Background: an optimization exercise with open tools, aiming at small area, a short achievable clock period and few clock cycles per item. Do not read the settings as production practice. Power is estimated from default activity; no workload was simulated.

== red ==
==> flow/design.v <==
module lfp16_mcu (
    input  wire        clk,
    input  wire        rst,         
    input  wire        cmd_valid,
    output wire        cmd_ready,
    input  wire [63:0] cmd,
    output reg         rsp_valid,
    input  wire        rsp_ready,
    output wire [63:0] rsp
);
    reg [3:0] cfg_f;
    reg       cfg_rmode;    
    wire [7:0]  op = cmd[63:56];
    wire [14:0] ma = cmd[14:0];
    wire [14:0] mb = cmd[46:32];
    wire        sa = cmd[15];
    wire        sb = cmd[47];
    wire [31:0] x  = cmd[31:0];
    wire z_rsv = ~|cmd[55:48];
    wire z_b   = ~|cmd[47:32];
    wire z_ahi = ~|cmd[31:16];
    wire mz_a  = ~|ma;
    wire mz_b  = ~|mb;
    wire a_zero = mz_a & ~sa;
    wire a_nar  = mz_a & sa;
    wire b_zero = z_b;
    wire b_nar  = mz_b & sb;
    wire ok_n   = z_rsv & z_b & z_ahi & a_zero;
    wire ok_u16 = z_rsv & z_b & z_ahi;
    wire ok_u32 = z_rsv & z_b;
    wire ok_b16 = z_rsv & z_ahi;
    wire hi0 = (op[7:4] == 4'h0);
    wire hi1 = (op[7:4] == 4'h1);
    wire hi2 = (op[7:4] == 4'h2);
    wire [3:0] lo = op[3:0];
    wire is_getcfg = hi0 & (lo == 4'h1);
    wire is_setf   = hi0 & (lo == 4'h2);
    wire is_setr   = hi0 & (lo == 4'h3);
    wire is_mul    = hi1 & (lo == 4'h0);
    wire is_div    = hi1 & (lo == 4'h1);
    wire is_sqr    = hi1 & (lo == 4'h2);
    wire is_sqrt   = hi1 & (lo == 4'h3);
    wire is_inv    = hi1 & (lo == 4'h4);
    wire is_neg    = hi1 & (lo == 4'h5);
    wire is_cmp    = hi2 & (lo <= 4'h4);
    wire illegal = ~(((is_mul | is_div | is_cmp) & ok_b16) |
                     ((is_sqr | is_sqrt | is_inv | is_neg) & ok_u16) |
                     (is_getcfg & ok_n) | ((is_setf | is_setr) & ok_u32));
    wire f_fmt  = (x[3:0] < 4'd7) | (x[3:0] > 4'd11) | (|x[15:4]);
    wire f_rnd  = |x[15:1];
    wire f_neg  = sa & ~mz_a;
    wire [2:0] fault = illegal ? 3'd4 :
                       (is_sqrt & f_neg) ? 3'd3 :
                       (is_setr & f_rnd) ? 3'd2 :
                       (is_setf & f_fmt) ? 3'd1 : 3'd0;
    wire notice  = is_setf & ~illegal & ~f_fmt;
    wire set_r   = is_setr & ~illegal & ~f_rnd;
    wire q_inv  = op[5] | op[2] | op[0];
    wire q_k    = ~op[5] & (op[1] | op[2] | ~op[4]);
    wire k_14   = q_k & ~(op[4] & op[1] & ~op[0]);         
    wire k_13   = op[4] & op[1] & op[0];                  
    wire p_m    = op[5] | (op[4] & ~op[1] & (~op[2] | op[0]));
    wire p_sqr  = op[4] & op[1] & ~op[0];
    wire p_sqrt = op[4] & op[1] & op[0];
    wire p_inv  = op[4] & op[2] & ~op[0];
    wire p_cfg  = ~op[4];
    wire r_bit  = cfg_rmode & ma[0] & ma[1];
    wire [14:0] q_val = ((mb ^ {15{q_inv}}) & {15{~q_k}}) | {k_14, k_13, 13'd0};
    wire [15:0] p_alt = ({ma, 1'b0} & {16{p_sqr}}) | ({2'b0, ma[14:1]} & {16{p_sqrt}}) |
                        ({1'b0, ~ma} & {16{p_inv}}) |
                        ({7'd0, cfg_rmode, ~cfg_f, cfg_f} & {16{p_cfg}});
    wire [15:0] p_val = p_m ? {1'b0, ma} : p_alt;
    wire        c_in  = p_sqrt ? r_bit : (q_inv & ~q_k) | p_inv;
    wire [9:0] lo_ext = {1'b0, p_val[7:0], 1'b1} + {1'b0, q_val[7:0], c_in};
    wire [8:0] t_lo   = lo_ext[9:1];            
    wire [7:0] u_hi   = p_val[15:8] + {1'b0, q_val[14:8]};
    reg k_n, s15_n;
    always @(*) begin
        k_n = 1'b1; s15_n = 1'b0;
        if (is_getcfg) begin
            k_n = 1'b0;
        end else if (is_mul) begin
            k_n = a_nar | b_nar | a_zero | b_zero;
            s15_n = a_nar | b_nar | (~a_zero & ~b_zero & (sa ^ sb));
        end else if (is_div) begin
            k_n = a_nar | b_nar | b_zero | a_zero;
            s15_n = a_nar | b_nar | b_zero | (~a_zero & (sa ^ sb));
        end else if (is_sqr | is_sqrt) begin
            k_n = mz_a;
            s15_n = a_nar;
        end else if (is_inv) begin
            k_n = mz_a;
            s15_n = mz_a | sa;
        end else if (is_neg) begin
            k_n = mz_a;
            s15_n = sa ^ ~mz_a;
        end
    end
    wire lt11 = sa & ~sb;                   
    wire eq11 = ~(sa ^ sb);
    wire lt10 = sa;                         
    wire lt0  = ~sb;                        
    reg  x11_n, x10_n, x0_n;
    always @(*) begin
        case (lo[2:0])
            3'd0:    begin x11_n = eq11;          x10_n = 1'b0;  x0_n = 1'b0; end
            3'd1:    begin x11_n = lt11 | eq11;   x10_n = lt10;  x0_n = lt0;  end
            3'd2:    begin x11_n = lt11;          x10_n = lt10;  x0_n = lt0;  end
            3'd3:    begin x11_n = ~lt11 & ~eq11; x10_n = ~lt10; x0_n = ~lt0; end
            default: begin x11_n = ~lt11;         x10_n = ~lt10; x0_n = ~lt0; end
        endcase
    end
    wire cmp_ok = is_cmp & ~a_nar & ~b_nar;
    assign cmd_ready = ~rsp_valid | rsp_ready;
    reg [8:0]  r_lo;
    reg [7:0]  r_hi;
    reg        r_k, r_s15, r_x11, r_x10, r_x0;
    reg [2:0]  r_fc;        
    always @(posedge clk) begin
        if (rst) begin
            cfg_f     <= 4'd8;
            cfg_rmode <= 1'b0;
            rsp_valid <= 1'b0;
        end else begin
            rsp_valid <= cmd_valid | (rsp_valid & ~rsp_ready);
            if (cmd_valid & cmd_ready & notice) cfg_f     <= x[3:0];
            if (cmd_valid & cmd_ready & set_r)  cfg_rmode <= x[0];
        end
        if (cmd_ready) begin
            r_lo     <= t_lo;
            r_hi     <= u_hi;
            r_k      <= k_n;
            r_s15    <= s15_n;
            r_x11    <= x11_n & cmp_ok;
            r_x10    <= x10_n & cmp_ok;
            r_x0     <= x0_n & cmp_ok;
            r_fc     <= notice ? 3'd5 : fault;
        end
    end
    wire [15:0] r_t = {r_hi + {7'd0, r_lo[8]}, r_lo[7:0]};
    wire over  = r_t[15] & r_t[14];
    wire under = ~r_t[15] & ~r_t[14];
    wire z13_1 = ~|r_t[13:1];
    wire [14:0] m_cl;
    assign m_cl[14]   = r_t[15];
    assign m_cl[13:1] = (r_t[13:1] | {13{over}}) & {13{~under}};
    assign m_cl[0]    = r_t[0] | over | under | (~r_t[15] & z13_1);
    wire [2:0] r_fault  = {r_fc[2] & ~r_fc[0], r_fc[1], r_fc[0] & ~r_fc[2]};
    wire       r_notice = r_fc[2] & r_fc[0];
    wire live = ~r_fc[1] & ~(r_fc[2] ^ r_fc[0]);
    wire [15:0] r_res;
    assign r_res[15]   = r_s15 & live;
    assign r_res[14:1] = m_cl[14:1] & {14{~r_k & live}};
    wire eq_m = ~r_t[14] & z13_1 & ~r_t[0];           
    wire c_bit = r_t[15] ? (eq_m ? r_x11 : r_x10) : r_x0;
    assign r_res[0]    = ((m_cl[0] & ~r_k) | c_bit) & live;
    assign rsp = {28'd0, r_notice, r_fault, 16'd0, r_res};
endmodule
clock: 6.0 ns
lec_check: 0
cap_margin: 20
core_margin: 2
core_utilization: 40
setup_slack_margin: 2.0
slew_margin: 20
standard.sh (not shown) runs the stock make flow with config.mk's settings and CLKGATE_MAP_FILE= SYNTH_SCRIPT=/design/flow/synth_recipe.tcl, a recipe that flattens the netlist after the stock synthesis.
==> flow/flow/run.sh <==
#!/bin/bash
# Own flow: the standard layout (standard.sh), except
#  - synthesis (flow/mysynth.tcl) maps with flow/abc.script; the registers
#    are those of the standard synthesis;
#  - every port still gets its buffer, but a plain sky130 buf_1 instead of
#    the delay cell buffer_ports picks by default;
#  - flow/opts.sh may set further options (see there).
# Each tool's output goes to a log file here (synth.log, layout.log).
set -euo pipefail
W=$(pwd)
export MY_ABC_SCRIPT="$W/flow/abc.script"
export MY_ABC_D=
export BUFFER_PORTS_ARGS="-buffer_cell sky130_fd_sc_hd__buf_1"
if [[ -f "$W/flow/opts.sh" ]]; then source "$W/flow/opts.sh"; fi
make -C "$FLOW_HOME" DESIGN_CONFIG="$W/config.mk" WORK_HOME="$W/orfs" CLKGATE_MAP_FILE= \
  SYNTH_SCRIPT="$W/flow/mysynth.tcl" synth > "$W/synth.log" 2>&1
bash standard.sh finish > "$W/layout.log" 2>&1
==> flow/flow/abc.script <==
strash
dch -f
map -D 1200
topo
buffer -p
upsize -D 1200
dnsize -D 1200
stime -p
==> flow/flow/mysynth.tcl <==
# The standard synthesis (synth_recipe.tcl), with only the ABC mapping call
# replaced: flow/abc.script (MY_ABC_SCRIPT) instead of the ORFS speed script,
# and, when MY_NO_FA is set, no extraction of full/half adder cells.
proc synth {args} { yosys synth -nofsm -noshare {*}$args }
proc abc {args} {
  set out {}
  set skip 0
  foreach a $args {
    if {$skip} { set skip 0; continue }
    if {$a eq "-script" || $a eq "-D"} { set skip 1; continue }
    lappend out $a
  }
  if {[info exists ::env(MY_ABC_SCRIPT)] && $::env(MY_ABC_SCRIPT) ne ""} {
    lappend out -script $::env(MY_ABC_SCRIPT)
  }
  if {[info exists ::env(MY_ABC_D)] && $::env(MY_ABC_D) ne ""} {
    lappend out -D $::env(MY_ABC_D)
  }
  puts "abc call: $out"
  yosys abc {*}$out
}
if {[info exists ::env(MY_NO_FA)] && $::env(MY_NO_FA) ne ""} { set ::env(ADDER_MAP_FILE) "" }
source $::env(SCRIPTS_DIR)/synth.tcl
# left out here: clear keep_hierarchy, flatten, clean up, hide names made inside functions, write 1_2_yosys.v
==> flow/flow/opts.sh <==
# keep the single tie cell synthesis makes for the constant outputs
export SKIP_REPAIR_TIE_FANOUT=1
> inputs changed (red -> blue)
--- a/flow/design.v
+++ b/flow/design.v
@@ -52,31 +52,29 @@
     wire [2:0] fault = illegal ? 3'd4 :
                        (is_sqrt & f_neg) ? 3'd3 :
                        (is_setr & f_rnd) ? 3'd2 :
                        (is_setf & f_fmt) ? 3'd1 : 3'd0;
     wire notice  = is_setf & ~illegal & ~f_fmt;
     wire set_r   = is_setr & ~illegal & ~f_rnd;
-    wire q_inv  = op[5] | op[2] | op[0];
-    wire q_k    = ~op[5] & (op[1] | op[2] | ~op[4]);
-    wire k_14   = q_k & ~(op[4] & op[1] & ~op[0]);         
-    wire k_13   = op[4] & op[1] & op[0];                  
-    wire p_m    = op[5] | (op[4] & ~op[1] & (~op[2] | op[0]));
-    wire p_sqr  = op[4] & op[1] & ~op[0];
-    wire p_sqrt = op[4] & op[1] & op[0];
-    wire p_inv  = op[4] & op[2] & ~op[0];
-    wire p_cfg  = ~op[4];
+    wire c_getcfg = ~op[5] & ~op[4];
+    wire q_inv  = op[5] | (op[0] & ~op[1]) | op[2];           
+    wire q_a    = op[4] & (op[1] | op[2]);                    
+    wire q_k    = c_getcfg | (op[4] & op[0] & (op[1] | op[2]));   
+    wire p_4000 = c_getcfg | (op[4] & op[2] & ~op[0]);        
+    wire p_sh   = op[4] & op[1] & op[0];                      
     wire r_bit  = cfg_rmode & ma[0] & ma[1];
-    wire [14:0] q_val = ((mb ^ {15{q_inv}}) & {15{~q_k}}) | {k_14, k_13, 13'd0};
-    wire [15:0] p_alt = ({ma, 1'b0} & {16{p_sqr}}) | ({2'b0, ma[14:1]} & {16{p_sqrt}}) |
-                        ({1'b0, ~ma} & {16{p_inv}}) |
-                        ({7'd0, cfg_rmode, ~cfg_f, cfg_f} & {16{p_cfg}});
-    wire [15:0] p_val = p_m ? {1'b0, ma} : p_alt;
-    wire        c_in  = p_sqrt ? r_bit : (q_inv & ~q_k) | p_inv;
+    wire [14:0] q_kval = {op[4], op[4] & op[1], 4'd0,
+                          {9{~op[4]}} & {cfg_rmode, ~cfg_f, cfg_f}};
+    wire [14:0] q_src  = q_a ? ma : mb;
+    wire [14:0] q_val  = q_k ? q_kval : (q_src ^ {15{q_inv}});
+    wire [14:0] p_val  = p_4000 ? 15'h4000 :
+                         p_sh   ? {1'b0, ma[14:1]} : ma;
+    wire        c_in   = p_sh ? r_bit : (q_inv & ~q_k);
     wire [9:0] lo_ext = {1'b0, p_val[7:0], 1'b1} + {1'b0, q_val[7:0], c_in};
     wire [8:0] t_lo   = lo_ext[9:1];            
-    wire [7:0] u_hi   = p_val[15:8] + {1'b0, q_val[14:8]};
+    wire [7:0] u_hi   = {1'b0, p_val[14:8]} + {1'b0, q_val[14:8]};
     reg k_n, s15_n;
     always @(*) begin
         k_n = 1'b1; s15_n = 1'b0;
         if (is_getcfg) begin
             k_n = 1'b0;
         end else if (is_mul) begin
## What came out
Taking red as the reference, in blue fraction of power consumed by the clock network went up, total met2 wirelength after detailed routing shows an increase of 120 um, first-pass GRT wire length went up. Number of non-clock inverters in the layout for blue is higher than for red. The total vias in the final route on blue is in line with that on red. blue supports a lower top clock frequency than red. Synthesized instance count: blue vs red up about 1%. Area growth from synthesis to final layout: blue vs red up 1.7 points. The more densely filled core belongs to blue, not red. Met2 track demand over resource in global routing (higher): blue.
No functional check of the RTL was part of any run of this note.

-- static timing again, ports no longer ideal --
The results above use ideal ports. As a check the final layouts listed here were re-extracted and re-timed, cells and wires unchanged.
Step 1 sets driving cells, clkbuf_16 on the clock port and buf_2 on the other inputs (assumed; they add their load-dependent delay and slew).
Step 2 times the ports against the registers' clock, not the clock port: input delays grow and output delays shrink by t, the midpoint of the rising clock arrivals with the driver on.
Slacks: no drivers / after step 1 / after step 2; pairs: no drivers / after step 1.
| run | shift t [ns] | setup slack, ns | clock arrival spread, ns | slew at the worst register clock pin (ns) | worst slew at a driven data input, ns |
|---|---|---|---|---|---|
| red | 0.311 | 2.218 / 2.224 / 1.913 | 0.007 / 0.008 | 0.07 / 0.07 | 0.04 |
| blue | 0.319 | 2.190 / 2.199 / 1.880 | 0.022 / 0.022 | 0.09 / 0.09 | 0.03 |
After both steps every run listed still meets setup and hold. For blue, which loses most, drivers alone change the setup slack by +0.009 ns; drivers and shift together by -0.310 ns.
